Background: an optimization exercise with open tools, aiming at small area, a short achievable clock period and few clock cycles. Do not read the settings as production practice. The RTL was checked by simulation tests, not by an equivalence proof against the original design.

## flow/design.v (module list and top-level ports; edited modules follow where they fit)
// module mnt_fxu: 280 lines
// module fxu_cneg: 10 lines
// module fxu_mul32: 1011 lines
module mnt_fxu (
    input  wire        clk,
    input  wire        rst,       
    input  wire        req,
    input  wire        we,
    input  wire [5:0]  addr,      
    input  wire [31:0] wdata,
    output wire        ready,
    output reg  [31:0] rdata
);
  // ...
==> flow/flow/run.sh <==
#!/bin/bash
set -euo pipefail
bash standard.sh SETUP_SLACK_MARGIN=6 finish > standard.log 2>&1
==> flow/standard.sh <==
#!/bin/bash
# synth_recipe.tcl (not shown) runs the flow's synth.tcl, then flattens the netlist and writes it again
# the make line also repeats each setting of config.mk as NAME=value (left out here)
make -C /OpenROAD-flow-scripts/flow DESIGN_CONFIG=/design/flow/config.mk WORK_HOME=/design/flow/orfs CLKGATE_MAP_FILE= SYNTH_SCRIPT=/design/flow/synth_recipe.tcl "${@:-finish}"
==> flow/config.mk <==
export PLATFORM = sky130hd
export DESIGN_NAME = mnt_fxu
export DESIGN_NICKNAME = mnt_fxu
export VERILOG_FILES = /design/flow/design.v
export SDC_FILE = /design/flow/constraint.sdc
export NUM_CORES = 4
export LEC_CHECK = 0
export CAP_MARGIN = 20
export CORE_MARGIN = 2
export CORE_UTILIZATION = 40
export SLEW_MARGIN = 20
==> flow/constraint.sdc <==
create_clock -name core_clock -period 14.0 [get_ports {clk}]
set_input_delay 2.8000 -clock core_clock [delete_from_list [all_inputs] [get_ports {clk}]]
set_output_delay 2.8000 -clock core_clock [all_outputs]
set_load 0.01 [all_outputs]
==> flow_metrics.tcl, run 1 <==
set metrics [dict create \
    layout_commonest_cell "edfxtp_1" \
    outcome "finished clean" \
    worst_slew_pin_slew_ns 1.35 \
    syn_inst 5490 \
    synth.top_cells.by_area "edfxtp_1 (33%), mux4_2 (12%), fa_1 (6.6%)" \
    met3_usage_pct 11.3 \
    place_area_mm2 0.0608 \
    met1_usage_pct 48.2 \
    std_cell_rows 139 \
    clockBufferDepth 3 \
    antenna_found_initial 31 \
    ant_nets 0 \
    avgSynthCellArea_um2 10.5 \
    nWellTaps 1903 \
    final_cell_mix "edfxtp_1 (640), nand2_1 (456), xnor2_1 (375), buf_4 (330), mux4_2 (296)" \
    comb.multi_input.count 4104 \
    clock_sinks 650 \
    synthAdderAreaFrac_pct 9.14 \
    reg.largest.list "regs (512), oa (32), ob (32)" \
    finalCritPeriodShare_pct 57.2 \
    r2r_start "ob[2]" \
    area_growth_pct 17.1 \
    ys_ff_latch 650 \
    postCtsHoldBufs 0 \
    hpwl_um 198000 \
    cp.arrival_ns 5.21 \
    grt_setup_unrepaired "true" \
    min_path_type "reg -> reg" \
    clkTransAtPathRegs_ns 0.06 \
    antenna_cells 9 \
    multiInputGateArea_mm2 0.0374 \
]
Testbench counts, summed over its fixed seeds: cycles 35,295.
==> inputs of run 2 (changes only) <==
--- a/flow/config.mk
+++ b/flow/config.mk
@@ -6,4 +6,5 @@
 export NUM_CORES = 4
 export LEC_CHECK = 0
+export ABC_AREA = 1
 export CAP_MARGIN = 20
 export CORE_MARGIN = 2
==> run 2 against run 1 <==
Against the previous run: highest routed layer unchanged; critical path type is now reg -> reg; critical endpoint is now regs[5][26]; via count rose by 13%; global-route usage up 0.68 points; setup slack better by 0.015 ns; still clean.
==> flow_metrics.tcl, run 2 <==
set metrics [dict create \
    cts_tree "built" \
    worstSetupPathType "reg -> reg" \
    clock.fmax_mhz 125 \
    cp.required_ns 14.42 \
    crit_top_cell "fa_1" \
    fin_area_mm2 0.0661 \
    yosysSeqAreaShare_pct 34.2 \
    antenna_found_initial 22 \
    ant_nets 0 \
    min_path_type "reg -> reg" \
    cts_buffers 78 \
    core_area_mm2 0.141 \
    io_pins 75 \
    place_area_mm2 0.0595 \
    place.gp.congestion 1.10 \
    synth_area_mm2 0.0568 \
    endpoint_kind "flop" \
    regMostFlops "regs" \
    htree_levels 3 \
    port_buffers 74 \
    overflow 0 \
    fin_worst_skew_ns 0.0652 \
    dieWidth_um 381 \
    clkTransAtPathRegs_ns 0.06 \
    cp-start-kind "flop" \
    fin_nets 7667 \
    synth.top_cells.by_area "edfxtp_1 (34%), nand2_1 (7.8%), o21ai_0 (7.7%)" \
    dp_slack_ns 4.01 \
    setup_slack_ns 6.00 \
    ys_ff_latch 650 \
    yosysMostFrequentCell "nand2_1" \
    hpwl_um 195000 \
    ys_top_cells_by_count "nand2_1 (1,179), o21ai_0 (872), inv_1 (797)" \
    fillers 14034 \
    yosys.area.top_type "edfxtp_1" \
    synth_top_area_share_pct 33.9 \
    slew_violations 0 \
    first_iter_violations 8992 \
    worstSkewPairLatency_ns 0.72 \
    grt_usage_pct 39.3 \
    finalCritPeriodShare_pct 57.1 \
    drc 0 \
    largest_reg_flops 512 \
    vias 60051 \
    hold_violations 0 \
    fin_util_pct 46.8 \
    clockBufferDepth 3 \
    area_growth_pct 16.5 \
    min_period_ns 8.00 \
    drt-total-wl_um 298000 \
    crit_fanout 17 \
    first_pass_iters 8 \
    wl_per_cell_um 32.1 \
    start_util_pct 40.2 \
    reg2reg_slack_ns 6.00 \
    avgSynthCellArea_um2 7.78 \
    reg.largest.list "regs (512), oa (32), ob (32)" \
    worst_slew_pin_slew_ns 1.35 \
    finalSetupViolations 0 \
    fin_setup_tns_ns 0 \
    cp.arrival_ns 8.41 \
    grt_setup_unrepaired "true" \
    holdWs_ns 0.494 \
    grt_max_degree 120 \
    ys.warnings.count 2 \
    drt-vias-per-instance 6.47 \
    synth_ff_type "edfxtp_1" \
    cpLargestDelayFamily "adder cells" \
    yosys.cell_types.count 69 \
    crit_buf_inv 7 \
    slowest_delay_ns 0.61 \
    synth_edf_count 640 \
    dieHeight_um 381 \
    max_slew_margin_pct 9.09 \
    final_cell_mix "nand2_1 (1,141), o21ai_0 (840), inv_1 (766), edfxtp_1 (640), nand3_1 (536)" \
    grt_pass1_vias 54648 \
    cts-root-buf "clkbuf_16" \
    drive_gt1_share_pct 11.6 \
    dieArea_mm2 0.145 \
    synth_async_sr_flop_share_pct 0 \
    cap_viol_max_count 0 \
    layout_commonest_cell "nand2_1" \
    std_cell_rows 138 \
    slowest_stage "fa_1" \
    postCtsHoldBufs 0 \
    syn-num-nets 7642 \
    grt_pass1_wl_um 411000 \
    outcome "finished clean" \
    clock_sinks 650 \
    syn_inst 7292 \
]
==> run 2: changes by cell type after synthesis, moves of 69 or more <==
cell      previous run  this run
nand2_1            464      1179
nand3_1            100       550
o22ai_1             58       334
o211ai_1            35       162
a21oi_1            247       510
a22oi_1            239        59
mux4_2             296         0
mux2i_1            267         1
nor2_1             310       386
o21ai_0            232       872
xnor2_1            385        41
xor2_1              76       404
inv_1              214       797
and2_1              73         4
==> run 2: stage by stage <==
| step | instances |
|---|---|
| after CTS | 9173 |
| after global placement | 8917 |
| after global routing | 9270 |
| final | 9281 |
| after detailed placement | 8919 |
| after floorplan | 7292 |
==> run 2: kinds of logic (layout without fill, tap and decap cells) <==
| group | count (synthesis) | count (layout) | synth area share [%] |
|---|---|---|---|
| muxes | 5 | 5 | 0.0970 |
| buffers and inverters | 1381 | 1462 | 9.44 |
| adders and majority gates | 308 | 308 | 9.30 |
| AOI/OAI and AO/OA | 2209 | 2210 | 22.6 |
| and+or+nand+nor | 2290 | 2296 | 17.3 |
| other | 0 | 11 | 0 |
| DFF | 650 | 650 | 34.2 |
| xor gates and xnor gates | 449 | 449 | 6.98 |
==> run 2: tightest hold or removal path, cell delays in order (launching register included) <==
cell and delay [ns]:
dfxtp_1 0.33, nor2_1 0.05, nor2_1 0.08
==> run 2: timing repair <==
action / in CTS / in global routing
gates resized for setup: 271 / 196
buffers inserted: 74 / 84
pin swaps: 22 / 43
gates cloned: 37 / 12
endpoints found under the setup margin: 555 / 434
hold endpoints to repair: 0 / 0
==> run 2: worst paths after layout <==
kind            from           to  depth (start not counted)
max reg2reg   ob[13]  regs[5][26]                         29
max           ob[13]  regs[5][26]                         29
min          lird[2]      lird[2]                          2
min reg2reg  lird[2]      lird[2]                          2
==> run 2: final cells by class <==
class | count | area, um^2 | share of cell area [%]
clock inverters | 51 | 515 | 0.779
clock buffers | 92 | 2000 | 3.03
multi-input cells | 5268 | 33200 | 50.3
well taps | 1890 | 2360 | 3.58
inverters | 846 | 3410 | 5.15
flip-flops and latches | 650 | 19400 | 29.4
repair buffers | 468 | 5100 | 7.71
diodes | 11 | 27.5 | 0.0416
repair inverters | 5 | 48.8 | 0.0738
==> run 2: routing by layer <==
metal	wire, um	vias up	track usage, %
li1	-	25472	-
met1	110000	28958	50.2
met2	127000	4528	58.5
met3	35600	1077	9.23
met4	25500	16	27.6
met5	107	-	0
==> inputs of run 3 (changes only) <==
--- a/flow/config.mk
+++ b/flow/config.mk
@@ -6,7 +6,6 @@
 export NUM_CORES = 4
 export LEC_CHECK = 0
-export ABC_AREA = 1
 export CAP_MARGIN = 20
 export CORE_MARGIN = 2
-export CORE_UTILIZATION = 40
+export CORE_UTILIZATION = 55
 export SLEW_MARGIN = 20
==> run 3 against run 2 <==
Against the previous run: register-to-register slack got worse by 0.08 ns; flip-flop and latch count did not move; still clean; die area fell by 26%.
==> flow_metrics.tcl, run 3 <==
set metrics [dict create \
    outcome "finished clean" \
    clock.fmax_mhz 124 \
    min_period_ns 8.08 \
    reg2reg_slack_ns 5.92 \
    grt_max_degree 94 \
    core_area_mm2 0.104 \
    layout_commonest_cell "edfxtp_1" \
    setup_slack_ns 5.92 \
    drive_gt1_share_pct 21.4 \
    finalSetupViolations 0 \
    min_path_type "reg -> reg" \
    drt-total-wl_um 273000 \
    reg.largest.list "regs (512), oa (32), ob (32)" \
    cts_tree "built" \
    place.gp.congestion 1.12 \
    worstSkewPairLatency_ns 0.65 \
    hold_violations 0 \
    wl_met3_um 38600 \
    dieWidth_um 328 \
    place_area_mm2 0.0601 \
    r2r_start "oa[10]" \
    slowest_stage "a31oi_2" \
    first_pass_iters 13 \
    avgSynthCellArea_um2 10.5 \
    wl_met1_um 92500 \
    synth_area_mm2 0.0578 \
    grt_usage_pct 49.5 \
    max_slew_margin_pct 17.6 \
    crit_buf_inv 6 \
    seqCellArea_mm2 0.0194 \
    fillers 8184 \
    synth_ff_type "edfxtp_1" \
    drc 0 \
    overflow 0 \
    wl_met2_um 115000 \
    multiInputGateArea_mm2 0.0370 \
    worstSetupPathType "reg -> reg" \
    vias 53310 \
    area_growth_pct 14.8 \
    grt_setup_unrepaired "true" \
    cts_buffers 67 \
    antenna_found_initial 23 \
    ys_ff_latch 650 \
    fin_setup_tns_ns 0 \
    clkTransAtPathRegs_ns 0.06 \
    final_cell_mix "edfxtp_1 (640), nand2_1 (459), xnor2_1 (374), buf_4 (344), mux4_2 (296)" \
    crit_fanout 32 \
    syn_inst 5490 \
    yosys.area.top_type "edfxtp_1" \
    synth_async_sr_flop_share_pct 0 \
    drt-vias-per-instance 7.61 \
    dieArea_mm2 0.108 \
    highest_layer "met5" \
    grt_pass1_wl_um 377000 \
    ant_nets 0 \
    reg2reg_depth 28 \
    dieHeight_um 328 \
    regToRegEndpoint "regs[12][24]" \
    finalCritPeriodShare_pct 57.7 \
    port_buffers 74 \
    cap_viol_max_count 0 \
    ys_top_cells_by_count "edfxtp_1 (640), nand2_1 (464), xnor2_1 (385)" \
    first_iter_violations 9844 \
    cpLargestDelayFamily "compound AO/OA/AOI/OAI gates" \
    slowest_delay_ns 0.56 \
    crit_top_cell "buf_4" \
    htree_levels 3 \
    startpoint "oa[10]" \
    fin_nets 5897 \
    yosysMostFrequentCell "edfxtp_1" \
    yosysSeqAreaShare_pct 33.6 \
    hpwl_um 181000 \
    largest_reg_flops 512 \
    ys.warnings.count 2 \
    fin_area_mm2 0.0663 \
    dp_slack_ns 3.77 \
    slew_violations 0 \
    cp.required_ns 14.36 \
    start_util_pct 55.7 \
    fin_worst_skew_ns 0.0448 \
    worst-path-stages 28 \
    holdWs_ns 0.503 \
    synth_edf_count 640 \
    syn-num-nets 5840 \
    cp.arrival_ns 8.44 \
    synth.top_cells.by_area "edfxtp_1 (33%), mux4_2 (12%), fa_1 (6.6%)" \
    cp-start-kind "flop" \
    worst_slew_pin_slew_ns 1.22 \
    endpoint_kind "flop" \
    wl_per_cell_um 39.0 \
    endpoint "regs[12][24]" \
    clockBufferDepth 3 \
    grt_pass1_vias 49302 \
    clock_sinks 650 \
    std_cell_rows 118 \
    synth_top_area_share_pct 33.3 \
    yosys.cell_types.count 116 \
    regMostFlops "regs" \
    io_pins 75 \
    cts-root-buf "clkbuf_16" \
]
[run 3: worst min-delay path, cell delays in order, from the launching register on]
cell and delay (ns):
dfxtp_1 0.33, mux2i_1 0.06, nor2_1 0.08
[run 3: worst min-delay path by stage]
stage,start,endpoint,slack (ns),cells past startpoint
6_report,lird[3],lird[3],0.50,2
5_1_grt,lird[3],lird[3],0.55,2
4_1_cts,lird[0],lird[0],0.50,2
3_5_place_dp,lird[0],lird[0],0.48,2
3_3_place_gp,lird[3],lird[3],0.47,2
2_1_floorplan,ill,ill,0.46,2
[run 3: cell type report]
type	count	share of cell area, %
Clock buffer	79	2.71
Multi-Input combinational cell	4099	55.9
Sequential cell	650	29.3
Tap cell	1380	2.60
Clock inverter	43	0.770
Antenna cell	23	0.0868
Inverter	229	1.35
Timing Repair Buffer	500	7.33
[run 3: kinds of logic after synthesis]
logic type / count (synthesis) / synth area share (%)
buffers and inverters: 744 / 5.11
muxes: 626 / 17.5
xor gates and xnor gates: 461 / 6.99
DFF: 650 / 33.6
AOI/OAI and AO/OA: 1410 / 17.1
adders and majority gates: 308 / 9.14
and+or+nand+nor: 1291 / 10.6
[run 3: routing by layer]
| layer | vias up | track usage, % |
|---|---|---|
| met5 | - | 0 |
| met4 | 14 | 37.6 |
| met3 | 1266 | 15.4 |
| met2 | 4887 | 72.0 |
| met1 | 26190 | 61.9 |
| li1 | 20953 | - |
[run 3: what timing repair did]
action                                  CTS  global route
cloned                                   18             8
endpoints found under the setup margin  609           382
endpoints found under the hold margin     0             0
setup buffers                            92            86
gates resized for setup                 321           157
pin swaps                                40            50
hold buffers                              0             0
[run 3: through the flow]
stage / std cells / util (%)
2_1_floorplan: 5490 / -
3_3_place_gp: 6651 / 57.9
3_5_place_dp: 6653 / 57.9
4_1_cts: 6885 / 62.6
5_1_grt: 6980 / 63.8
6_report: 7003 / 63.9
==> inputs of run 4 (changes only) <==
--- a/flow/config.mk
+++ b/flow/config.mk
@@ -6,6 +6,8 @@
 export NUM_CORES = 4
 export LEC_CHECK = 0
+export ABC_AREA = 1
 export CAP_MARGIN = 20
 export CORE_MARGIN = 2
-export CORE_UTILIZATION = 55
+export CORE_UTILIZATION = 40
+export CTS_BUF_LIST = sky130_fd_sc_hd__clkbuf_4 sky130_fd_sc_hd__clkbuf_8
 export SLEW_MARGIN = 20
==> run 4 against run 3 <==
Against the previous run: worst hold slack improved by 0.0051 ns; area after synthesis fell by 1.7%; largest cell class unchanged; utilization fell by 17 points; count of clock-buffer cells in the layout rose by 73; sequential share of layout area rose by 0.18 points; fmax rose by 0.60%; setup slack improved by 0.049 ns; register-to-register slack improved by 0.05 ns; first-iteration DRC count fell by 9.0%.
==> flow_metrics.tcl, run 4 <==
set metrics [dict create \
    grt_usage_pct 39.4 \
    reg2reg_slack_ns 5.97 \
    yosysMostFrequentCell "nand2_1" \
    cp.arrival_ns 8.61 \
    grt_pass1_wl_um 411000 \
    holdWs_ns 0.508 \
    dieWidth_um 381 \
    wl_per_cell_um 32.1 \
    syn_inst 7292 \
    core_area_mm2 0.141 \
    first_pass_iters 9 \
    fin_util_pct 46.6 \
    fin_setup_tns_ns 0 \
    regToRegEndpoint "oa[5]" \
    worstSetupPathType "reg -> reg" \
    clkTransAtPathRegs_ns 0.07 \
    synth_top_area_share_pct 33.9 \
    largest_reg_flops 512 \
    wl_met3_um 35700 \
    worstSkewPairLatency_ns 0.90 \
    cts-root-buf "clkbuf_8" \
    yosysSeqAreaShare_pct 34.2 \
    yosys.area.top_type "edfxtp_1" \
    min_from "lird[1]" \
    drc 0 \
    cap_viol_max_count 0 \
    antenna_found_initial 22 \
    synth_area_mm2 0.0568 \
    crit_fanout 20 \
    cp.required_ns 14.58 \
    fin_area_mm2 0.0659 \
    hpwl_um 195000 \
    area_growth_pct 16.1 \
    ant_nets 0 \
    max_slew_margin_pct 12.8 \
    endpoint_kind "flop" \
    postCtsHoldBufs 0 \
    regMostFlops "regs" \
    drive_gt1_share_pct 12.2 \
    clockBufferDepth 3 \
    ys.warnings.count 2 \
    grt_setup_unrepaired "true" \
    hold_violations 0 \
    finalCritPeriodShare_pct 57.3 \
    dieArea_mm2 0.145 \
    port_buffers 74 \
    drt-vias-per-instance 6.45 \
    clock_sinks 650 \
    start_util_pct 40.2 \
    place.gp.congestion 1.10 \
    synth.top_cells.by_area "edfxtp_1 (34%), nand2_1 (7.8%), o21ai_0 (7.7%)" \
    r2r_start "oa[12]" \
    fin_worst_skew_ns 0.109 \
    wl_met1_um 111000 \
    first_iter_violations 8962 \
    synth_async_sr_flop_share_pct 0 \
    highest_layer "met5" \
    min_path_type "reg -> reg" \
    reg2reg_depth 20 \
    holdPathEnd "lird[1]" \
    synth_edf_count 640 \
    cp-start-kind "flop" \
    fin_nets 7694 \
    grt_pass1_vias 55004 \
    min_period_ns 8.03 \
    wl_met2_um 127000 \
    dieHeight_um 381 \
    clock.fmax_mhz 125 \
    outcome "finished clean" \
    htree_levels 3 \
    overflow 0 \
    ys_top_cells_by_count "nand2_1 (1,179), o21ai_0 (872), inv_1 (797)" \
    slew_violations 0 \
    io_pins 75 \
    final_cell_mix "nand2_1 (1,136), o21ai_0 (834), inv_1 (765), edfxtp_1 (640), nand3_1 (536)" \
    reg.largest.list "regs (512), oa (32), ob (32)" \
    drt-total-wl_um 300000 \
    place_area_mm2 0.0595 \
    synth_ff_type "edfxtp_1" \
    std_cell_rows 138 \
    vias 60246 \
    worst_slew_pin_slew_ns 1.29 \
    finalSetupViolations 0 \
    cts_buffers 115 \
    ys_ff_latch 650 \
    grt_max_degree 120 \
    avgSynthCellArea_um2 7.78 \
    hold_path_depth 2 \
    layout_commonest_cell "nand2_1" \
    yosys.cell_types.count 69 \
    cts_tree "built" \
    syn-num-nets 7642 \
]
[run 4: changes by cell type in the layout (fill, tap and decap cells not counted), sizes merged, moves of 96 or more]
cell	previous run	this run
o211ai	35	162
o21ai	275	887
xnor2	385	41
mux2i	276	1
xor2	76	408
o22ai	58	334
nand3	101	566
mux4	296	0
a21oi	253	510
a22oi	239	59
nand2	464	1200
nor2	310	406
inv	221	806
[run 4: how the worst max path moves through the flow]
stage,from,end,depth (start not counted)
final,oa[12],oa[5],20
after global routing,e_sel[14],regs[12][22],39
after CTS,wdata[18],rdata[22],14
after detailed placement,addr[5],rdata[10],11
after global placement,addr[5],rdata[10],11
after floorplan,ob[1],regs[0][21],29
[run 4: cells by family after synthesis]
group	share of synthesized area, %
and+or+nand+nor	17.3
AOI/OAI and AO/OA	22.6
buffers and inverters	9.44
DFF	34.2
xor gates and xnor gates	6.98
adders and majority gates	9.30
muxes	0.0970
[run 4: critical path: stages, from the launching register on]
cell and delay, ns:
edfxtp_1 0.43, buf_4 0.24, inv_1 0.30, buf_4 0.45, o22ai_1 0.18, xor2_1 0.18
fa_1 0.54, fa_1 0.44, fa_1 0.51, fa_1 0.43, ha_2 0.40, nand2_1 0.08
o21ai_0 0.22, a21oi_2 0.08, o21ai_2 0.20, xor2_1 0.20, a221oi_1 0.89, o221a_2 0.44
o21ai_0 0.34, o21ai_0 1.05, nand2_1 0.10
[run 4: cell type report]
cell class | count | area [um^2]
fill | 14104 | 75400
multi-input combinational | 5270 | 33300
sequential | 650 | 19400
timing repair buffer | 457 | 5060
inverter | 846 | 3400
tap | 1890 | 2360
clock buffer | 152 | 1860
clock inverter | 60 | 418
timing repair inverter | 4 | 46.3
antenna | 10 | 25.0
[run 4: routing by layer]
layer | track usage [%] | vias to the layer above
li1 | - | 25562
met1 | 50.2 | 29083
met2 | 58.5 | 4462
met3 | 9.50 | 1113
met4 | 27.8 | 26
met5 | 0 | -
[run 4: through the flow]
stage | cells | setup WS (ns)
floorplan | 7292 | 6.19
global placement | 8917 | 4.09
detailed placement | 8919 | 4.01
CTS | 9243 | 5.90
global route | 9334 | 5.93
finish | 9339 | 5.97
[run 4: timing repair]
item	CTS	global route
endpoints found under the setup margin	557	407
pin swaps	21	38
resized for setup	259	229
cloned	35	21
buffers inserted	77	64
==> inputs of run 5 (changes only) <==
--- a/flow/config.mk
+++ b/flow/config.mk
@@ -9,5 +9,5 @@
 export CAP_MARGIN = 20
 export CORE_MARGIN = 2
-export CORE_UTILIZATION = 40
+export CORE_UTILIZATION = 55
 export CTS_BUF_LIST = sky130_fd_sc_hd__clkbuf_4 sky130_fd_sc_hd__clkbuf_8
 export SLEW_MARGIN = 20
==> run 5 against run 4 <==
Against the previous run: count of clock-buffer cells in the layout fell by 12; sequential share of layout area up 0.36 points; utilization rose by 17 points; highest routed layer unchanged; register-to-register slack got worse by 0.20 ns; flip-flop and latch count unchanged.
==> flow_metrics.tcl, run 5 <==
set metrics [dict create \
    fin_util_pct 63.8 \
    min_period_ns 8.23 \
    cp.arrival_ns 8.77 \
    synth_ff_type "edfxtp_1" \
    synth_area_mm2 0.0568 \
    yosysMostFrequentCell "nand2_1" \
    ys_ff_latch 650 \
    seqCellArea_mm2 0.0194 \
    grt_pass1_wl_um 398000 \
    syn-num-nets 7642 \
    yosys.cell_types.count 69 \
    start_util_pct 55.6 \
    avgSynthCellArea_um2 7.78 \
    dieArea_mm2 0.106 \
    slowest_stage "fa_1" \
    synth_edf_count 640 \
    postCtsHoldBufs 0 \
    dieHeight_um 325 \
    dieWidth_um 325 \
    vias 61880 \
    wl_met1_um 94500 \
    clockBufferDepth 3 \
    grt_pass1_vias 56364 \
    worst_slew_pin_slew_ns 1.31 \
    htree_levels 3 \
    ys_top_cells_by_count "nand2_1 (1,179), o21ai_0 (872), inv_1 (797)" \
    worstSetupPathType "reg -> reg" \
    crit_buf_inv 5 \
    synth_async_sr_flop_share_pct 0 \
    cp-start-kind "flop" \
    startpoint "ob[2]" \
    min_from "lird[2]" \
    ant_nets 0 \
    largest_reg_flops 512 \
    antenna_found_initial 16 \
    wl_met2_um 116000 \
    min_path_type "reg -> reg" \
    grt_setup_unrepaired "true" \
    grt_max_degree 217 \
    grt_usage_pct 51.8 \
    cts_buffers 108 \
    ys.warnings.count 2 \
    highest_layer "met5" \
    drt-total-wl_um 289000 \
    crit_fanout 8 \
    io_pins 75 \
    synth_top_area_share_pct 33.9 \
    drt-vias-per-instance 7.02 \
    drive_gt1_share_pct 12.3 \
    yosysSeqAreaShare_pct 34.2 \
    outcome "finished clean" \
    fillers 8675 \
    clock.fmax_mhz 121 \
    worstSkewPairLatency_ns 0.85 \
    max_slew_margin_pct 11.9 \
    fin_nets 7696 \
    multiInputGateArea_mm2 0.0333 \
    first_iter_violations 12216 \
    port_buffers 74 \
    reg.largest.list "regs (512), oa (32), ob (32)" \
    cp.required_ns 14.53 \
    area_growth_pct 14.7 \
    syn_inst 7292 \
    cts-root-buf "clkbuf_8" \
    yosys.area.top_type "edfxtp_1" \
    place.gp.congestion 1.11 \
    core_area_mm2 0.102 \
    clock_sinks 650 \
    fin_worst_skew_ns 0.0853 \
    finalCritPeriodShare_pct 58.8 \
    hpwl_um 186000 \
    cts_tree "built" \
    slew_violations 0 \
    r2r_start "ob[2]" \
    std_cell_rows 117 \
    cpLargestDelayFamily "adder cells" \
    first_pass_iters 12 \
    layout_commonest_cell "nand2_1" \
    wl_per_cell_um 32.8 \
    wl_met3_um 46800 \
    final_cell_mix "nand2_1 (1,144), o21ai_0 (837), inv_1 (768), edfxtp_1 (640), nand3_1 (536)" \
    overflow 0 \
    synth.top_cells.by_area "edfxtp_1 (34%), nand2_1 (7.8%), o21ai_0 (7.7%)" \
    finalSetupViolations 0 \
    clkTransAtPathRegs_ns 0.06 \
    regMostFlops "regs" \
    endpoint_kind "flop" \
    fin_setup_tns_ns 0 \
    hold_violations 0 \
    cap_viol_max_count 0 \
    slowest_delay_ns 0.57 \
    drc 0 \
]
[run 5: kinds of logic (layout without fill, tap and decap cells)]
| group | Yosys count | in the layout | share of synthesized area [%] |
|---|---|---|---|
| and+or+nand+nor | 2290 | 2294 | 17.3 |
| AOI/OAI and AO/OA | 2209 | 2211 | 22.6 |
| buffers and inverters | 1381 | 1517 | 9.44 |
| DFF | 650 | 650 | 34.2 |
| xor gates and xnor gates | 449 | 449 | 6.98 |
| adders and majority gates | 308 | 308 | 9.30 |
| muxes | 5 | 5 | 0.0970 |
| other | 0 | 11 | 0 |
[run 5: tightest hold or removal path: stages (launching register included)]
cell,delay [ns]
dfxtp_1,0.33
nor2_1,0.05
nor2_1,0.08
[run 5: cell type report]
class | count | share of cell area, %
Antenna cell | 11 | 0.0423
Clock buffer | 140 | 2.67
Clock inverter | 58 | 0.781
Inverter | 846 | 5.19
Multi-Input combinational cell | 5267 | 51.2
Sequential cell | 650 | 29.8
Tap cell | 1368 | 2.63
Timing Repair Buffer | 461 | 7.53
Timing Repair inverter | 12 | 0.150
[run 5: path summary, 6_finish.rpt]
| path | slack (ns) | depth (start not counted) | endpoint |
|---|---|---|---|
| min reg2reg | 0.49 | 2 | lird[2] |
| max reg2reg | 5.77 | 34 | regs[10][30] |
| min | 0.49 | 2 | lird[2] |
| max | 5.77 | 34 | regs[10][30] |
[run 5: what timing repair did]
item | 4_1_cts | 5_1_grt
setup buffers | 67 | 99
pin swaps | 23 | 38
resized for setup | 257 | 189
endpoints found under the setup margin | 607 | 438
cloned | 36 | 22
[run 5: layer usage]
| layer | up-vias | GRT usage [%] |
|---|---|---|
| li1 | 25557 | - |
| met1 | 28465 | 63.6 |
| met2 | 6116 | 74.2 |
| met3 | 1728 | 17.4 |
| met4 | 14 | 41.7 |
| met5 | - | 1.31 |
[run 5: stage by stage]
stage / cell area, um^2 / hold slack (ns) / instances / setup WS (ns)
finish: 65100 / 0.487 / 8813 / 5.77
detailed placement: 58700 / 0.476 / 8379 / 3.50
global route: 65100 / 0.525 / 8805 / 5.66
CTS: 63100 / 0.491 / 8680 / 5.89
global placement: 58700 / 0.473 / 8379 / 3.66
floorplan: 56800 / 0.448 / 7292 / 6.19
==> inputs of run 6 (changes only) <==
--- a/flow/config.mk
+++ b/flow/config.mk
@@ -9,5 +9,6 @@
 export CAP_MARGIN = 20
 export CORE_MARGIN = 2
-export CORE_UTILIZATION = 55
+export CORE_UTILIZATION = 40
 export CTS_BUF_LIST = sky130_fd_sc_hd__clkbuf_4 sky130_fd_sc_hd__clkbuf_8
 export SLEW_MARGIN = 20
+export TNS_END_PERCENT = 30
==> run 6 against run 5 <==
Against the previous run: area after synthesis stayed put; first-iteration DRC count fell by 25%; via count down 2.8%; sequential share of layout area down 0.27 points; utilization fell by 17 points; largest cell class unchanged; still clean on timing, DRC and antenna; register-to-register slack improved by 0.04 ns; fmax up 0.47%; highest routed layer unchanged; flip-flop and latch count unchanged.
==> flow_metrics.tcl, run 6 <==
set metrics [dict create \
    r2r_start "oa[12]" \
    area_growth_pct 15.7 \
    crit_top_cell "fa_1" \
    worstSetupPathType "reg -> reg" \
    endpoint_kind "flop" \
    layout_commonest_cell "nand2_1" \
    clkTransAtPathRegs_ns 0.07 \
    overflow 0 \
    dieWidth_um 381 \
    first_pass_iters 9 \
    synth_async_sr_flop_share_pct 0 \
    regMostFlops "regs" \
    clockBufferDepth 3 \
    cts-root-buf "clkbuf_8" \
    grt_pass1_wl_um 411000 \
    syn_inst 7292 \
    vias 60177 \
    place.gp.congestion 1.10 \
    multiInputGateArea_mm2 0.0332 \
    cts_tree "built" \
    clock.fmax_mhz 122 \
    synth_area_mm2 0.0568 \
    std_cell_rows 138 \
    hold_violations 0 \
    grt_pass1_vias 55043 \
    finalCritPeriodShare_pct 58.5 \
    startpoint "oa[12]" \
    dieHeight_um 381 \
    first_iter_violations 9195 \
    cp-start-kind "flop" \
    drt-total-wl_um 299000 \
    synth_top_area_share_pct 33.9 \
    fin_worst_skew_ns 0.102 \
    ys_ff_latch 650 \
    synth_ff_type "edfxtp_1" \
    cts_buffers 115 \
    worst_slew_pin_slew_ns 1.34 \
    yosys.area.top_type "edfxtp_1" \
    drive_gt1_share_pct 12.2 \
    slowest_stage "o21ai_0" \
    final_cell_mix "nand2_1 (1,140), o21ai_0 (838), inv_1 (767), edfxtp_1 (640), nand3_1 (540)" \
    grt_usage_pct 39.3 \
    yosys.cell_types.count 69 \
    cap_viol_max_count 0 \
    min_period_ns 8.19 \
    dieArea_mm2 0.145 \
    ys_top_cells_by_count "nand2_1 (1,179), o21ai_0 (872), inv_1 (797)" \
    htree_levels 3 \
    largest_reg_flops 512 \
    fin_nets 7710 \
    worstSkewPairLatency_ns 0.90 \
    drc 0 \
    yosysSeqAreaShare_pct 34.2 \
    hpwl_um 195000 \
    wl_per_cell_um 31.9 \
    core_area_mm2 0.141 \
    clock_sinks 650 \
    seqCellArea_mm2 0.0194 \
    max_slew_margin_pct 10.9 \
    cp.arrival_ns 8.75 \
    fin_setup_tns_ns 0 \
    finalSetupViolations 0 \
    slowest_delay_ns 0.92 \
    synth.top_cells.by_area "edfxtp_1 (34%), nand2_1 (7.8%), o21ai_0 (7.7%)" \
    endpoint "ob[3]" \
    cp.required_ns 14.56 \
    reg2reg_depth 20 \
    reg.largest.list "regs (512), oa (32), ob (32)" \
    start_util_pct 40.2 \
    antenna_found_initial 18 \
    yosysMostFrequentCell "nand2_1" \
    min_path_type "reg -> reg" \
    port_buffers 74 \
    reg2reg_slack_ns 5.81 \
    grt_setup_unrepaired "true" \
    crit_fanout 20 \
    syn-num-nets 7642 \
    crit_path_cell_trace "buf_4, inv_1, buf_6, o22ai_1, xor2_1, fa_1, fa_1, fa_1, fa_1, ha_1, nand2_1, o21ai_0, a21oi_2, xnor2_1, nand2_1, o2111ai_1, a211oi_1, o21ai_0, o21ai_0, nand2_1" \
    grt_max_degree 120 \
    io_pins 75 \
    avgSynthCellArea_um2 7.78 \
    fillers 14142 \
    ant_nets 0 \
    synth_edf_count 640 \
    slew_violations 0 \
    drt-vias-per-instance 6.44 \
    ys.warnings.count 2 \
    outcome "finished clean" \
    regToRegEndpoint "ob[3]" \
]
## run 6: cell counts after synthesis
No cell type changed its count.
## run 6: worst max-delay path, delay by kind of cell, from the launching register on
kind	cells	cell delay, ns
AO/OA/AOI/OAI	7	3.22
adder cells (fa/ha/maj)	5	2.32
buffers and inverters	3	0.91
XOR/XNOR	2	0.52
AND/OR/NAND/NOR	3	0.47
flip-flops	1	0.43
## run 6: metal layers
metal  global-route usage [%]  vias to the layer above  part of all wire [%]
li1                         -                    25587                     -
met1                     50.1                    28867                    37
met2                     58.5                     4558                    42
met3                     9.55                     1143                    12
met4                     27.8                       22                   8.7
met5                        0                        -                 0.042
## run 6: kinds of logic (layout without fill, tap and decap cells)
kind of cell | after synthesis | after routing | synth area share (%)
flops | 650 | 650 | 34.2
other cells | 0 | 6 | 0
compound gates | 2209 | 2211 | 22.6
xor+xnor | 449 | 449 | 6.98
mux | 5 | 5 | 0.0970
fa+ha+maj | 308 | 308 | 9.30
buf+inv | 1381 | 1535 | 9.44
simple gates | 2290 | 2297 | 17.3
## run 6: final cells by class
cell class	instances	area share [%]
Tap cell	1890	3.60
Clock inverter	60	0.636
Timing Repair Buffer	473	7.64
Clock buffer	152	2.83
Multi-Input combinational cell	5270	50.5
Sequential cell	650	29.6
Antenna cell	6	0.0229
Inverter	846	5.18
Timing Repair inverter	4	0.0495
## run 6: timing repair
item,in CTS,in global routing
endpoints found under the setup margin,557,475
pin swaps,21,44
cloned,34,15
endpoints found under the hold margin,0,0
hold buffers,0,0
buffers inserted,73,91
gates resized for setup,247,193
## run 6: stage by stage
step	cells	hold slack (ns)	area [um^2]	setup slack, ns	utilization [%]
floorplan	7292	0.448	56800	6.19	-
global placement	8917	0.480	59400	4.09	42.1
detailed placement	8919	0.476	59500	4.01	42.1
CTS	9238	0.494	64000	5.79	45.3
global route	9347	0.534	65700	5.75	46.5
finish	9351	0.509	65700	5.81	46.5
## run 6: worst min-delay path by stage
stage | start | end | slack [ns] | cells past startpoint
floorplan | ill | ill | 0.45 | 2
global route | lird[3] | lird[3] | 0.53 | 2
CTS | lird[2] | lird[2] | 0.49 | 2
detailed placement | lird[2] | lird[2] | 0.48 | 2
finish | lird[1] | lird[1] | 0.51 | 2
global placement | lird[2] | lird[2] | 0.48 | 2
==> inputs of run 7 (changes only) <==
--- a/flow/config.mk
+++ b/flow/config.mk
@@ -11,4 +11,4 @@
 export CORE_UTILIZATION = 40
 export CTS_BUF_LIST = sky130_fd_sc_hd__clkbuf_4 sky130_fd_sc_hd__clkbuf_8
+export CTS_CLUSTER_SIZE = 30
 export SLEW_MARGIN = 20
-export TNS_END_PERCENT = 30
==> run 7 against run 6 <==
Against the previous run: still clean on timing, DRC and antenna; final cell count fell by 0.13%; first-iteration DRC count down 2.5%; critical path depth stayed put; fmax up 2.1%; clock skew up 0.0064 ns; design area is 0.31% higher; critical path type unchanged; critical endpoint is now oa[5]; highest routed layer unchanged.
==> flow_metrics.tcl, run 7 <==
set metrics [dict create \
    outcome "finished clean" \
    dieWidth_um 381 \
    grt_pass1_vias 55004 \
    cap_viol_max_count 0 \
    clockBufferDepth 3 \
    slowest_stage "o21ai_0" \
    fin_nets 7694 \
    largest_reg_flops 512 \
    yosys.area.top_type "edfxtp_1" \
    fillers 14104 \
    ys_ff_latch 650 \
    synthMuxAreaShare_pct 0.0970 \
    overflow 0 \
    fin_area_mm2 0.0659 \
    drive_gt1_share_pct 12.2 \
    crit_top_cell "fa_1" \
    cts_buffers 115 \
    synth.top_cells.by_area "edfxtp_1 (34%), nand2_1 (7.8%), o21ai_0 (7.7%)" \
    yosysSeqAreaShare_pct 34.2 \
    synth-simple-area-share_pct 17.3 \
    min_path_type "reg -> reg" \
    synth-xor-area-share_pct 6.98 \
    reg.largest.list "regs (512), oa (32), ob (32)" \
    avgSynthCellArea_um2 7.78 \
    clkTransAtPathRegs_ns 0.07 \
    first_iter_violations 8962 \
    place_area_mm2 0.0595 \
    hold_violations 0 \
    synth_compound_area_share_pct 22.6 \
    synth_area_mm2 0.0568 \
    cp.arrival_ns 8.61 \
    drt-total-wl_um 300000 \
    final_cell_mix "nand2_1 (1,136), o21ai_0 (834), inv_1 (765), edfxtp_1 (640), nand3_1 (536)" \
    yosys.cell_types.count 69 \
    endpoint_kind "flop" \
    cp.required_ns 14.58 \
    place.gp.congestion 1.10 \
    layout_commonest_cell "nand2_1" \
    ys.warnings.count 2 \
    multiInputGateArea_mm2 0.0333 \
    htree_levels 3 \
    clock.fmax_mhz 125 \
    crit_fanout 20 \
    finalSetupViolations 0 \
    vias 60246 \
    syn_inst 7292 \
    ant_nets 0 \
    cp-start-kind "flop" \
    grt_max_degree 120 \
    crit_buf_inv 3 \
    synth_top_area_share_pct 33.9 \
    std_cell_rows 138 \
    worst_slew_pin_slew_ns 1.29 \
    synth_async_sr_flop_share_pct 0 \
    fin_setup_tns_ns 0 \
    cpLargestDelayFamily "compound AO/OA/AOI/OAI gates" \
    slowest_delay_ns 1.05 \
    synthAdderAreaFrac_pct 9.30 \
    core_area_mm2 0.141 \
    syn-num-nets 7642 \
    worstSetupPathType "reg -> reg" \
    grt_pass1_wl_um 411000 \
    min_period_ns 8.03 \
    port_buffers 74 \
    slew_violations 0 \
    ys_top_cells_by_count "nand2_1 (1,179), o21ai_0 (872), inv_1 (797)" \
    worstSkewPairLatency_ns 0.90 \
    seqCellArea_mm2 0.0194 \
    fin_worst_skew_ns 0.109 \
    grt_setup_unrepaired "true" \
    dieArea_mm2 0.145 \
    cts-root-buf "clkbuf_8" \
    area_growth_pct 16.1 \
    yosysMostFrequentCell "nand2_1" \
    postCtsHoldBufs 0 \
    wl_per_cell_um 32.1 \
    drc 0 \
    dieHeight_um 381 \
    finalCritPeriodShare_pct 57.3 \
    clock_sinks 650 \
    antenna_found_initial 22 \
    start_util_pct 40.2 \
    synth_ff_type "edfxtp_1" \
    grt_usage_pct 39.4 \
    synth_edf_count 640 \
    max_slew_margin_pct 12.8 \
    regMostFlops "regs" \
    first_pass_iters 9 \
    synth_top_family_by_area "compound AO/OA/AOI/OAI gates" \
    drt-vias-per-instance 6.45 \
    hpwl_um 195000 \
    crit_path_cell_trace "buf_4, inv_1, buf_4, o22ai_1, xor2_1, fa_1, fa_1, fa_1, fa_1, ha_2, nand2_1, o21ai_0, a21oi_2, o21ai_2, xor2_1, a221oi_1, o221a_2, o21ai_0, o21ai_0, nand2_1" \
    cts_tree "built" \
    io_pins 75 \
]
run 7: cell counts after synthesis:
Identical to the previous run, type by type.
run 7: worst register-to-register path: stages (launching register included):
cell      delay [ns]
edfxtp_1        0.43
buf_4           0.24
inv_1           0.30
buf_4           0.45
o22ai_1         0.19
xor2_1          0.18
fa_1            0.54
fa_1            0.45
fa_1            0.51
fa_1            0.43
ha_2            0.40
nand2_1         0.08
o21ai_0         0.22
a21oi_2         0.08
o21ai_2         0.20
xor2_1          0.20
a221oi_1        0.89
o221a_2         0.44
o21ai_0         0.34
o21ai_0         1.05
nand2_1         0.11
run 7: kinds of logic (layout without fill, tap and decap cells):
group                      after synthesis  after routing
adders and majority gates              308            308
muxes                                    5              5
other                                    0             10
AOI/OAI and AO/OA                     2209           2211
buffers and inverters                 1381           1519
xor gates and xnor gates               449            449
DFF                                    650            650
and+or+nand+nor                       2290           2297
run 7: timing repair:
| item | in CTS | in global routing |
|---|---|---|
| endpoints found under the hold margin | 0 | 0 |
| pin swaps | 21 | 38 |
| setup buffers | 77 | 64 |
| cloned | 35 | 21 |
| setup endpoints to repair | 557 | 407 |
| resized for setup | 259 | 229 |
run 7: path summary, 6_finish.rpt:
check | startpoint | endpoint | slack [ns] | cells after the start
max | oa[12] | oa[5] | 5.97 | 20
min | lird[1] | lird[1] | 0.51 | 2
max reg2reg | oa[12] | oa[5] | 5.97 | 20
min reg2reg | lird[1] | lird[1] | 0.51 | 2
run 7: final cells by class:
type / instances / share of cell area [%]
Multi-Input combinational cell: 5270 / 50.5
Sequential cell: 650 / 29.5
Timing Repair Buffer: 457 / 7.68
Inverter: 846 / 5.16
Tap cell: 1890 / 3.59
Clock buffer: 152 / 2.82
Clock inverter: 60 / 0.634
Timing Repair inverter: 4 / 0.0703
Antenna cell: 10 / 0.0380
run 7: metal layers:
layer	global-route usage [%]	vias up	part of all wire [%]
met5	0	-	0.057
met4	27.8	26	8.7
met3	9.50	1113	12
met2	58.5	4462	42
met1	50.2	29083	37
li1	-	25562	-
run 7: through the flow:
step                      hold WS [ns]  worst slack (ns)  util [%]  instances
final                            0.508              5.97      46.6       9339
after global routing             0.534              5.93      46.6       9334
after CTS                        0.494              5.90      45.4       9243
after detailed placement         0.476              4.01      42.1       8919
after global placement           0.480              4.09      42.1       8917
after floorplan                  0.448              6.19         -       7292
==> inputs of run 8 (changes only) <==
==> flow/flow/run.sh (replaced) <==
#!/bin/bash
set -euo pipefail
bash standard.sh SETUP_SLACK_MARGIN=6.5 finish > standard.log 2>&1
--- a/flow/config.mk
+++ b/flow/config.mk
@@ -11,4 +11,3 @@
 export CORE_UTILIZATION = 40
 export CTS_BUF_LIST = sky130_fd_sc_hd__clkbuf_4 sky130_fd_sc_hd__clkbuf_8
-export CTS_CLUSTER_SIZE = 30
 export SLEW_MARGIN = 20
==> run 8 against run 7 <==
Against the previous run: highest routed layer unchanged; non-clock buffer count increased by 200; still clean on timing, DRC and antenna; critical path depth increased by 8; utilization increased by 3.1 points; design area is 6.6% higher; sequential share of layout area is 1.8 points lower; fmax up 3.3%; global-route usage increased by 1.9 points.
==> flow_metrics.tcl, run 8 <==
set metrics [dict create \
    dp_slack_ns 3.86 \
    dieHeight_um 381 \
    cts_tree "built" \
    ant_nets 0 \
    slowest_delay_ns 0.75 \
    min_period_ns 7.77 \
    vias 62425 \
    synth_area_mm2 0.0568 \
    cap_viol_max_count 0 \
    ys_ff_latch 650 \
    overflow 0 \
    grt_pass1_wl_um 431000 \
    holdPathEnd "lird[2]" \
    drive_gt1_share_pct 18.6 \
    syn-num-nets 7642 \
    port_buffers 74 \
    ys.warnings.count 2 \
    htree_levels 3 \
    synth_compound_area_share_pct 22.6 \
    clock_sinks 650 \
    regMostFlops "regs" \
    drt-total-wl_um 312000 \
    endpoint_kind "flop" \
    finalSetupViolations 0 \
    r2r_start "oa[16]" \
    min_path_type "reg -> reg" \
    synthMuxAreaShare_pct 0.0970 \
    outcome "finished clean" \
    cp.arrival_ns 8.39 \
    core_area_mm2 0.141 \
    avgSynthCellArea_um2 7.78 \
    yosysSeqAreaShare_pct 34.2 \
    syn_inst 7292 \
    max_slew_margin_pct 10.7 \
    drt-vias-per-instance 6.55 \
    clock.fmax_mhz 129 \
    fin_worst_skew_ns 0.0742 \
    drc 0 \
    antenna_found_initial 25 \
    first_pass_iters 7 \
    cts-root-buf "clkbuf_8" \
    clockBufferDepth 3 \
    largest_reg_flops 512 \
    hpwl_um 191000 \
    synth_async_sr_flop_share_pct 0 \
    fillers 13586 \
    io_pins 75 \
    place.gp.congestion 1.09 \
    slew_violations 0 \
    yosys.area.top_type "edfxtp_1" \
    postCtsHoldBufs 0 \
    synth-xor-area-share_pct 6.98 \
    synth.top_cells.by_area "edfxtp_1 (34%), nand2_1 (7.8%), o21ai_0 (7.7%)" \
    layout_commonest_cell "nand2_1" \
    grt_setup_unrepaired "true" \
    min_from "lird[2]" \
    hold_path_depth 2 \
    reg2reg_slack_ns 6.23 \
    area_growth_pct 23.7 \
    synthAdderAreaFrac_pct 9.30 \
    grt_pass1_vias 57506 \
    dieArea_mm2 0.145 \
    clkTransAtPathRegs_ns 0.06 \
    yosys.cell_types.count 69 \
    synth_top_family_by_area "compound AO/OA/AOI/OAI gates" \
    start_util_pct 40.2 \
    hold_violations 0 \
    setup_slack_ns 6.23 \
    std_cell_rows 138 \
    finalCritPeriodShare_pct 55.5 \
    worstSkewPairLatency_ns 0.90 \
    crit_top_cell "fa_1" \
    grt_usage_pct 41.3 \
    cts_buffers 112 \
    yosysMostFrequentCell "nand2_1" \
    synth_ff_type "edfxtp_1" \
    reg2reg_depth 28 \
    cp.required_ns 14.62 \
    ys_top_cells_by_count "nand2_1 (1,179), o21ai_0 (872), inv_1 (797)" \
    fin_setup_tns_ns 0 \
    reg.largest.list "regs (512), oa (32), ob (32)" \
    synth_edf_count 640 \
    dieWidth_um 381 \
    first_iter_violations 10023 \
    grt_max_degree 213 \
    worstSetupPathType "reg -> reg" \
    slowest_stage "edfxtp_1" \
    regToRegEndpoint "regs[14][23]" \
    cp-start-kind "flop" \
    synth_top_area_share_pct 33.9 \
    synth-simple-area-share_pct 17.3 \
    fin_nets 7894 \
    crit_fanout 20 \
    worst_slew_pin_slew_ns 1.33 \
    wl_per_cell_um 32.8 \
    final_cell_mix "nand2_1 (1,076), o21ai_0 (799), inv_1 (743), edfxtp_1 (640), nand3_1 (475)" \
]
run 8: changes by cell type in the layout (fill, tap and decap cells not counted), moves of 31 or more:
cell	change
a21oi_1	-40
buf_16	+32
o21ai_0	-35
buf_4	+105
a21oi_2	+31
nand3_2	+56
buf_6	+34
nand2_2	+39
nand3_1	-61
buf_12	+41
nand2_1	-60
run 8: worst max path at each step:
stage | from | to | slack [ns] | depth (start not counted)
6_report | oa[16] | regs[14][23] | 6.23 | 28
5_1_grt | ob[1] | regs[1][30] | 6.03 | 37
4_1_cts | ob[1] | regs[15][26] | 6.35 | 31
3_5_place_dp | ob[1] | regs[3][25] | 3.86 | 33
3_3_place_gp | ob[1] | regs[11][20] | 3.96 | 31
2_1_floorplan | addr[5] | rdata[12] | 6.50 | 13
run 8: timing repair:
action,4_1_cts,5_1_grt
pin swaps,144,181
gates resized for setup,748,315
setup buffers,246,77
hold endpoints to repair,0,0
endpoints found under the setup margin,636,526
cloned,79,13
run 8: kinds of logic after synthesis:
family          Yosys count
simple gates           2290
compound gates         2209
buf+inv                1381
flops                   650
xor+xnor                449
fa+ha+maj               308
mux                       5
run 8: per-layer routing:
| layer | global-route usage, % | routed length [um] | vias up |
|---|---|---|---|
| met5 | 0 | 139 | - |
| met4 | 31.5 | 30300 | 22 |
| met3 | 11.8 | 41300 | 1471 |
| met2 | 60.5 | 130000 | 5242 |
| met1 | 51.3 | 111000 | 29719 |
| li1 | - | - | 25971 |
run 8: stage by stage:
step | utilization [%] | hold slack, ns | area [um^2] | instances
final | 49.7 | 0.510 | 70200 | 9536
after detailed placement | 42.0 | 0.487 | 59400 | 8904
after CTS | 48.2 | 0.502 | 68000 | 9430
after floorplan | - | 0.448 | 56800 | 7292
after global routing | 49.7 | 0.518 | 70200 | 9524
after global placement | 42.0 | 0.483 | 59400 | 8903
run 8: final cells by class:
class | instances | area [um^2] | area share, %
multi-input combinational | 5269 | 34800 | 49.6
antenna | 15 | 37.5 | 0.0534
tap | 1890 | 2360 | 3.37
inverter | 846 | 3520 | 5.01
clock inverter | 51 | 353 | 0.502
clock buffer | 150 | 1840 | 2.62
timing repair buffer | 657 | 7820 | 11.1
timing repair inverter | 8 | 65.1 | 0.0926
sequential | 650 | 19400 | 27.6
run 8: critical path, delay by kind of cell (launching register included):
family	cells	cell delay (ns)
fa+ha+maj	7	3.42
xor+xnor	3	0.53
buf+inv	7	1.18
simple gates	5	0.53
flops	1	0.75
compound gates	6	1.06
==> inputs of run 9 (changes only) <==
==> flow/flow/run.sh (replaced) <==
#!/bin/bash
set -euo pipefail
bash standard.sh SETUP_SLACK_MARGIN=5.5 finish > standard.log 2>&1
==> run 9 against run 8 <==
Against the previous run: flip-flop and latch count is the same; critical endpoint is now ob[23]; setup slack lost 0.74 ns; count of clock-buffer cells in the layout grew 2; critical path depth shrank 3; non-clock buffer count shrank 298; still clean on timing, DRC and antenna; synthesized cell count is the same; utilization shrank 4.7 points; largest cell class unchanged.
==> flow_metrics.tcl, run 9 <==
set metrics [dict create \
    reg2reg_slack_ns 5.49 \
    grt_usage_pct 38.5 \
    synthMuxAreaShare_pct 0.0970 \
    clock_sinks 650 \
    endpoint_kind "flop" \
    cts_tree "built" \
    first_iter_violations 8844 \
    worstSetupPathType "reg -> reg" \
    overflow 0 \
    dieArea_mm2 0.145 \
    holdPathEnd "lird[1]" \
    min_from "lird[1]" \
    synth-xor-area-share_pct 6.98 \
    min_period_ns 8.51 \
    r2r_start "oa[22]" \
    cts_buffers 115 \
    finalSetupViolations 0 \
    outcome "finished clean" \
    reg.largest.list "regs (512), oa (32), ob (32)" \
    grt_pass1_wl_um 403000 \
    antenna_found_initial 20 \
    wl_per_cell_um 31.5 \
    clock.fmax_mhz 118 \
    cts-root-buf "clkbuf_8" \
    yosys.cell_types.count 69 \
    synthAdderAreaFrac_pct 9.30 \
    final_cell_mix "nand2_1 (1,155), o21ai_0 (849), inv_1 (776), edfxtp_1 (640), nand3_1 (548)" \
    hold_violations 0 \
    fin_setup_tns_ns 0 \
    synth_top_area_share_pct 33.9 \
    fin_nets 7593 \
    grt_pass1_vias 54106 \
    synth_top_family_by_area "compound AO/OA/AOI/OAI gates" \
    dieHeight_um 381 \
    postCtsHoldBufs 0 \
    reg2reg_depth 25 \
    worst_slew_pin_slew_ns 1.28 \
    max_slew_margin_pct 13.4 \
    finalCritPeriodShare_pct 60.8 \
    cap_viol_max_count 0 \
    synth_area_mm2 0.0568 \
    cp.required_ns 14.52 \
    clockBufferDepth 3 \
    clkTransAtPathRegs_ns 0.07 \
    hold_path_depth 2 \
    grt_max_degree 120 \
    slowest_delay_ns 0.91 \
    core_area_mm2 0.141 \
    crit_buf_inv 3 \
    slowest_stage "edfxtp_1" \
    first_pass_iters 8 \
    ys_ff_latch 650 \
    layout_commonest_cell "nand2_1" \
    vias 59402 \
    synth.top_cells.by_area "edfxtp_1 (34%), nand2_1 (7.8%), o21ai_0 (7.7%)" \
    ant_nets 0 \
    ys_top_cells_by_count "nand2_1 (1,179), o21ai_0 (872), inv_1 (797)" \
    yosysSeqAreaShare_pct 34.2 \
    drt-total-wl_um 291000 \
    drc 0 \
    regMostFlops "regs" \
    synth_async_sr_flop_share_pct 0 \
    yosysMostFrequentCell "nand2_1" \
    hpwl_um 195000 \
    cp.arrival_ns 9.03 \
    start_util_pct 40.2 \
    io_pins 75 \
    regToRegEndpoint "ob[23]" \
    area_growth_pct 12.2 \
    synth_compound_area_share_pct 22.6 \
    synth_ff_type "edfxtp_1" \
    cpLargestDelayFamily "adder cells" \
    yosys.area.top_type "edfxtp_1" \
    cp-start-kind "flop" \
    dieWidth_um 381 \
    fin_area_mm2 0.0637 \
    worstSkewPairLatency_ns 0.90 \
    drt-vias-per-instance 6.43 \
    syn-num-nets 7642 \
    place_area_mm2 0.0595 \
    ys.warnings.count 2 \
    fin_worst_skew_ns 0.108 \
    crit_fanout 13 \
    slew_violations 0 \
    crit_top_cell "fa_1" \
    syn_inst 7292 \
    synth_edf_count 640 \
    grt_setup_unrepaired "false" \
    place.gp.congestion 1.10 \
    drive_gt1_share_pct 9.74 \
    min_path_type "reg -> reg" \
    port_buffers 74 \
    htree_levels 3 \
    std_cell_rows 138 \
    avgSynthCellArea_um2 7.78 \
    largest_reg_flops 512 \
    synth-simple-area-share_pct 17.3 \
]
-- run 9: cell counts after synthesis --
No cell type changed its count.
-- run 9: tightest hold or removal path: stages (launching register included) --
cell     delay, ns
dfxtp_1       0.32
nor2_1        0.10
nor2_1        0.05
-- run 9: area by class of cell --
cell class	count	area (um^2)
fill	14281	77600
clock inverter	60	418
clock buffer	152	1860
tap	1890	2360
inverter	846	3310
timing repair buffer	359	3550
antenna	11	27.5
multi-input combinational	5267	32700
sequential	650	19400
timing repair inverter	4	32.5
-- run 9: what timing repair did --
action,in CTS,in global routing
endpoints found under the setup margin,356,401
buffers inserted,32,39
gates resized for setup,104,107
pin swaps,5,10
gates cloned,16,9
-- run 9: per-stage QoR --
step                      setup slack [ns]  util (%)  std cells  hold WS (ns)
after floorplan                       6.19         -       7292         0.448
after detailed placement              4.01      42.1       8919         0.476
after global placement                4.09      42.1       8917         0.480
after global routing                  5.48      45.1       9233         0.534
after CTS                             5.50      44.5       9179         0.494
final                                 5.49      45.1       9239         0.512
-- run 9: cell families (layout without fill, tap and decap cells) --
family | count (synthesis) | after routing
AO/OA/AOI/OAI | 2209 | 2210
XOR/XNOR | 449 | 449
adder cells (fa/ha/maj) | 308 | 308
buffers and inverters | 1381 | 1421
flip-flops | 650 | 650
multiplexers | 5 | 5
other | 0 | 11
AND/OR/NAND/NOR | 2290 | 2295
-- run 9: worst max-delay path by stage --
stage          startpoint           to  slack, ns  depth (start not counted)
4_1_cts            ob[10]  regs[9][25]       5.50                         29
3_5_place_dp      addr[5]    rdata[10]       4.01                         11
2_1_floorplan       ob[1]  regs[0][21]       6.19                         29
5_1_grt             oa[1]  regs[1][27]       5.48                         54
6_report           oa[22]       ob[23]       5.49                         25
3_3_place_gp      addr[5]    rdata[10]       4.09                         11
-- run 9: metal layers --
layer | part of all wire [%] | vias up | global-route usage, %
li1 | - | 25343 | -
met1 | 37 | 28710 | 49.7
met2 | 43 | 4299 | 57.7
met3 | 12 | 1034 | 8.63
met4 | 8.2 | 16 | 25.7
met5 | 0.028 | - | 0

re-timing with driven ports:
The flow's constraints put no driver on any port. The routed layouts listed below were extracted and timed again, unchanged, in two steps.
Step 1 (the two cells are an assumption about what drives the block):
set clk [get_ports {clk}]
set_driving_cell -lib_cell sky130_fd_sc_hd__clkbuf_16 $clk
set_driving_cell -lib_cell sky130_fd_sc_hd__buf_2 [delete_from_list [all_inputs] $clk]
Step 2 times the ports against the registers' clock, not the clock port: input delays grow and output delays shrink by t, the midpoint of the rising clock arrivals with the driver on.
a / b / c = ideal ports / drivers / drivers and shift; a / b = the first two.
| run | shift t [ns] | setup WS [ns] | worst setup path at the end | worst data-port slew with drivers (ns) |
|---|---|---|---|---|
| run 1 | 0.722 | 5.989 / 5.898 / 5.898 | input to output | 0.09 |
| run 2 | 0.766 | 6.004 / 6.004 / 6.004 | register to register | 0.05 |
| run 3 | 0.704 | 5.923 / 5.895 / 5.895 | input to output | 0.06 |
| run 4 | 0.920 | 5.971 / 5.971 / 5.971 | register to register | 0.05 |
| run 5 | 0.881 | 5.768 / 5.768 / 5.768 | register to register | 0.06 |
| run 6 | 0.924 | 5.806 / 5.795 / 5.795 | input to output | 0.05 |
| run 7 | 0.920 | 5.971 / 5.971 / 5.971 | register to register | 0.05 |
| run 8 | 0.941 | 6.230 / 6.230 / 6.230 | register to register | 0.06 |
| run 9 | 0.918 | 5.491 / 5.491 / 5.491 | register to register | 0.05 |
After both steps every run listed still meets setup and hold. The setup slack of run 1, which loses most, moves by -0.091 ns with the drivers and by -0.091 ns with both steps.
